From an optimization exercise on the open Yosys and OpenROAD flow, aimed at small area, a short achievable clock period and few clock cycles; shortcuts taken in it are not production practice.
Only simulation tests tie the RTL to the original design; equivalence was not proved.
Power figures rest on the tool's default switching activity, not on a simulated workload.

== pepper ==
## rvf_curve_builder
module rvf_curve_builder (
    input  wire        clk,
    input  wire        rst,
    input  wire        start,
    input  wire [6:0]  bw,           
    input  wire [6:0]  bh,           
    output wire        idle,
    output reg         wr_valid,
    output reg  [11:0] wr_addr,      
    output reg  [11:0] wr_data,      
    output reg         done
);
For scale: roughly 960 cells after synthesis, ~110 flip-flops, ~7100 um2 of cells after synthesis.
==> flow/config.mk <==
export PLATFORM = sky130hd
export DESIGN_NAME = rvf_curve_builder
export DESIGN_NICKNAME = rvf_curve_builder
export VERILOG_FILES = /design/flow/design.v
export SDC_FILE = /design/flow/constraint.sdc
export NUM_CORES = 4
export LEC_CHECK = 0
export ABC_AREA = 1
export CAP_MARGIN = 20
export CORE_MARGIN = 2
export CORE_UTILIZATION = 55
export PLACE_DENSITY = 0.75
export SLEW_MARGIN = 20
==> flow/constraint.sdc <==
create_clock -name core_clock -period 10.0 [get_ports {clk}]
set_input_delay 2.0000 -clock core_clock [delete_from_list [all_inputs] [get_ports {clk}]]
set_output_delay 2.0000 -clock core_clock [all_outputs]
set_load 0.01 [all_outputs]
standard.sh (not shown) runs the stock make flow with config.mk's settings and CLKGATE_MAP_FILE= SYNTH_SCRIPT=/design/flow/synth_recipe.tcl, a recipe that flattens the netlist after the stock synthesis.
==> flow/flow/run.sh <==
#!/bin/bash
# The standard layout (standard.sh), with three changes to how it is made:
# timing repair aims at a setup margin of 6.9 ns, the port buffers are
# sky130_fd_sc_hd__buf_2 cells, and clock tree synthesis adds no dummy loads.
# make's full output goes to standard_flow.log, each tool's own log to
# orfs/logs/.
set -euo pipefail
bash standard.sh SETUP_SLACK_MARGIN=6.9 \
  'BUFFER_PORTS_ARGS=-buffer_cell sky130_fd_sc_hd__buf_2' \
  'CTS_ARGS=-sink_clustering_enable -repair_clock_nets -dont_use_dummy_load ' \
  finish > standard_flow.log 2>&1
Both conditions hold for pepper: the flow ran to the end and the final layout passed the timing, design-rule and antenna checks.
Testbench counts of pepper, summed over its fixed seeds: cycles 157,109.
Setup changes, pepper to juniper
Settings: PLACE_DENSITY now 0.6, was 0.75; CORE_UTILIZATION now 40, was 55.
==> flow/flow/run.sh <==
#!/bin/bash
# The standard layout (standard.sh), with four changes to how it is made:
# - synthesis is synth_recipe.tcl's (synth -nofsm -noshare, flatten, rename)
#   except that its ABC call maps with flow/abc.script, a delay-targeted
#   mapping (1800 ps) with area recovery; registers are mapped as before;
# - timing repair aims at a setup margin of 7.05 ns;
# - the port buffers are sky130_fd_sc_hd__buf_2 cells;
# - clock tree synthesis adds no dummy loads.
# make's full output goes to standard_flow.log, each tool's own log to
# orfs/logs/.
set -euo pipefail
here=$(pwd)
export MY_ABC_SCRIPT=$here/flow/abc.script
bash standard.sh SYNTH_SCRIPT=$here/flow/synth.tcl SETUP_SLACK_MARGIN=7.05 \
  'BUFFER_PORTS_ARGS=-buffer_cell sky130_fd_sc_hd__buf_2' \
  'CTS_ARGS=-sink_clustering_enable -repair_clock_nets -dont_use_dummy_load ' \
  finish > standard_flow.log 2>&1
==> flow/flow/abc.script (new file) <==
strash
dch
map -D 1800
topo
stime -c
buffer -c
upsize -c -D 1800
dnsize -c -D 1800
==> flow/flow/synth.tcl (new file) <==
proc synth {args} { yosys synth -nofsm -noshare {*}$args }
proc abc {args} {
  set i [lsearch -exact $args -script]
  if { $i >= 0 } {
    set args [lreplace $args $i [expr {$i + 1}] -script $::env(MY_ABC_SCRIPT)]
  }
  puts "abc wrapper: $args"
  yosys abc {*}$args
}
source $::env(SCRIPTS_DIR)/synth.tcl
# left out here: clear keep_hierarchy, flatten, clean up, hide names made inside functions, write 1_2_yosys.v
[summary]
- In the tables for juniper and pepper, synthesized cell count reads lower with juniper.
- Diff pepper -> juniper: count of nets left with antenna violations after detail routing ~0 delta, worst setup slack +69 ps, required time of the critical path +2290 ps.
- juniper vs. pepper: starting density of the core went down; register fraction of the total cell area went down; total detailed-routing wirelength went down.
- [compare] base=pepper new=juniper: internal power barely changed; largest net degree at the start of global routing increased by about 13% relative to the old numbers; minimum hold slack did not really move.
- Of the two values seen for critical path class, flip-flop to flip-flop was produced by juniper and flip-flop to output port by pepper.
Relative to juniper, the following input files were edited for ember:
==> flow/flow/run.sh <==
#!/bin/bash
# The standard layout (standard.sh), with four changes to how it is made:
# - synthesis is synth_recipe.tcl's (synth -nofsm -noshare, flatten, rename)
#   except that its ABC call maps with flow/abc.script, a delay-targeted
#   mapping (1600 ps, two rounds) with area recovery, and Yosys does not extract full and
#   half adders before ABC; registers are mapped as before;
# - timing repair aims at a setup margin of 7.0 ns;
# - the port buffers are sky130_fd_sc_hd__buf_2 cells;
# - clock tree synthesis adds no dummy loads.
# make's full output goes to standard_flow.log, each tool's own log to
# orfs/logs/.
set -euo pipefail
here=$(pwd)
export MY_ABC_SCRIPT=$here/flow/abc.script
bash standard.sh SYNTH_SCRIPT=$here/flow/synth.tcl SETUP_SLACK_MARGIN=7.0 \
  'BUFFER_PORTS_ARGS=-buffer_cell sky130_fd_sc_hd__buf_2' \
  'CTS_ARGS=-sink_clustering_enable -repair_clock_nets -dont_use_dummy_load -buf_list sky130_fd_sc_hd__clkbuf_8' \
  finish > standard_flow.log 2>&1
==> flow/flow/abc.script <==
strash
dc2
dch
map -D 1600
strash
dc2
dch
map -D 1600
topo
stime -c
buffer -c
upsize -c -D 1600
dnsize -c -D 1600
-- flow/flow/synth.tcl --
<<< juniper, line 8
  yosys abc {*}$args
}
source $::env(SCRIPTS_DIR)/synth.tcl
# left out here: clear keep_hierarchy, flatten, clean up, hide names made inside functions, write 1_2_yosys.v
>>> ember, line 8
  yosys abc {*}$args
}
proc extract_fa {args} { puts "extract_fa skipped" }
source $::env(SCRIPTS_DIR)/synth.tcl
# left out here: clear keep_hierarchy, flatten, clean up, hide names made inside functions, write 1_2_yosys.v
- Max arrival time reported for the critical path endpoint across ember and juniper: juniper
- Diff ember..juniper | area taken by flip-flops and latches | unchanged
- Against juniper, ember comes in 8.3% lower on synthesized area.
- The inverter count in ember sits about 17% below the value recorded for juniper.
- Across both runs, final cycle utilization of the critical path was higher for ember than for juniper.
- ember consumes less power than juniper does.
- Across both runs, required time reported for the critical path endpoint was lower for ember than for juniper.
- Detailed-route wire length on metal 1 is higher on juniper
Inputs modified between ember and zinc:
==> flow/flow/run.sh <==
#!/bin/bash
# The standard layout (standard.sh), with four changes to how it is made:
# - synthesis is synth_recipe.tcl's (synth -nofsm -noshare, flatten, rename)
#   except that its ABC call maps with flow/abc.script, a delay-targeted
#   mapping (1400 ps, two rounds) with area recovery, and Yosys does not extract full and
#   half adders before ABC; registers are mapped as before;
# - timing repair aims at a setup margin of 7.1 ns;
# - the port buffers are sky130_fd_sc_hd__buf_2 cells;
# - clock tree synthesis adds no dummy loads.
# make's full output goes to standard_flow.log, each tool's own log to
# orfs/logs/.
set -euo pipefail
here=$(pwd)
export MY_ABC_SCRIPT=$here/flow/abc.script
bash standard.sh SYNTH_SCRIPT=$here/flow/synth.tcl SETUP_SLACK_MARGIN=7.1 \
  'BUFFER_PORTS_ARGS=-buffer_cell sky130_fd_sc_hd__buf_2' \
  'CTS_ARGS=-sink_clustering_enable -repair_clock_nets -dont_use_dummy_load -buf_list sky130_fd_sc_hd__clkbuf_8' \
  finish > standard_flow.log 2>&1
==> flow/flow/abc.script <==
strash
dc2
dch
map -D 1400
strash
dc2
dch
map -D 1400
topo
stime -c
buffer -c
upsize -c -D 1400
dnsize -c -D 1400
==> results.txt <==
- zinc was carried through to the last stage, and its layout satisfied the timing, design-rule and antenna checks.
- When zinc is set beside ember, its global-route usage turns out to be 1.0 points larger.
- Diff ember -> zinc: share of total power in the clock network shrank by 0.3 points, number of filler cells placed in the layout grew by 0.89%, wire length grew by 6.3%, XOR/XNOR share of the synthesized area shrank by 0.88 points, sequential share of layout area shrank by 1.2 points.
- Against ember, the final cell area of zinc is higher.
- Sort zinc and ember by overall die area, ascending, and ember comes first.
- In zinc the placer's final routability congestion estimate turned out about 2.7% lower than in ember.
- Changes observed in zinc relative to ember: number of cells on the critical path flat; setup fix buffers added after clock tree synthesis rose 1.

static timing again, ports no longer ideal:
The results above use ideal ports. As a check the final layouts listed here were re-extracted and re-timed, cells and wires unchanged.
Step 1 assumes that a clkbuf_16 drives the clock port and a buf_2 every other input.
Step 2, shift: input delay + t, output delay - t, t = (earliest + latest rising clock arrival at the registers) / 2. This alone moves slack from input paths to output paths.
a / b / c = ideal / step 1 / step 2; a / b = the first two.
run | t (ns) | setup slack, ns | hold WS [ns] | slew at the worst register clock pin (ns) | pins driven straight from the clock port
pepper | 0.391 | 7.028 / 6.988 / 6.852 | 0.399 / 0.399 / 0.399 | 0.08 / 0.08 | 1
juniper | 0.392 | 7.098 / 7.072 / 6.869 | 0.398 / 0.398 / 0.398 | 0.07 / 0.07 | 1
ember | 0.415 | 7.051 / 7.011 / 6.708 | 0.423 / 0.423 / 0.423 | 0.11 / 0.11 | 1
zinc | 0.413 | 7.131 / 7.095 / 6.893 | 0.407 / 0.407 / 0.407 | 0.11 / 0.11 | 1
After both steps every run listed still meets setup and hold. The setup slack of ember, which loses most, moves by -0.040 ns with the drivers and by -0.343 ns with both steps.
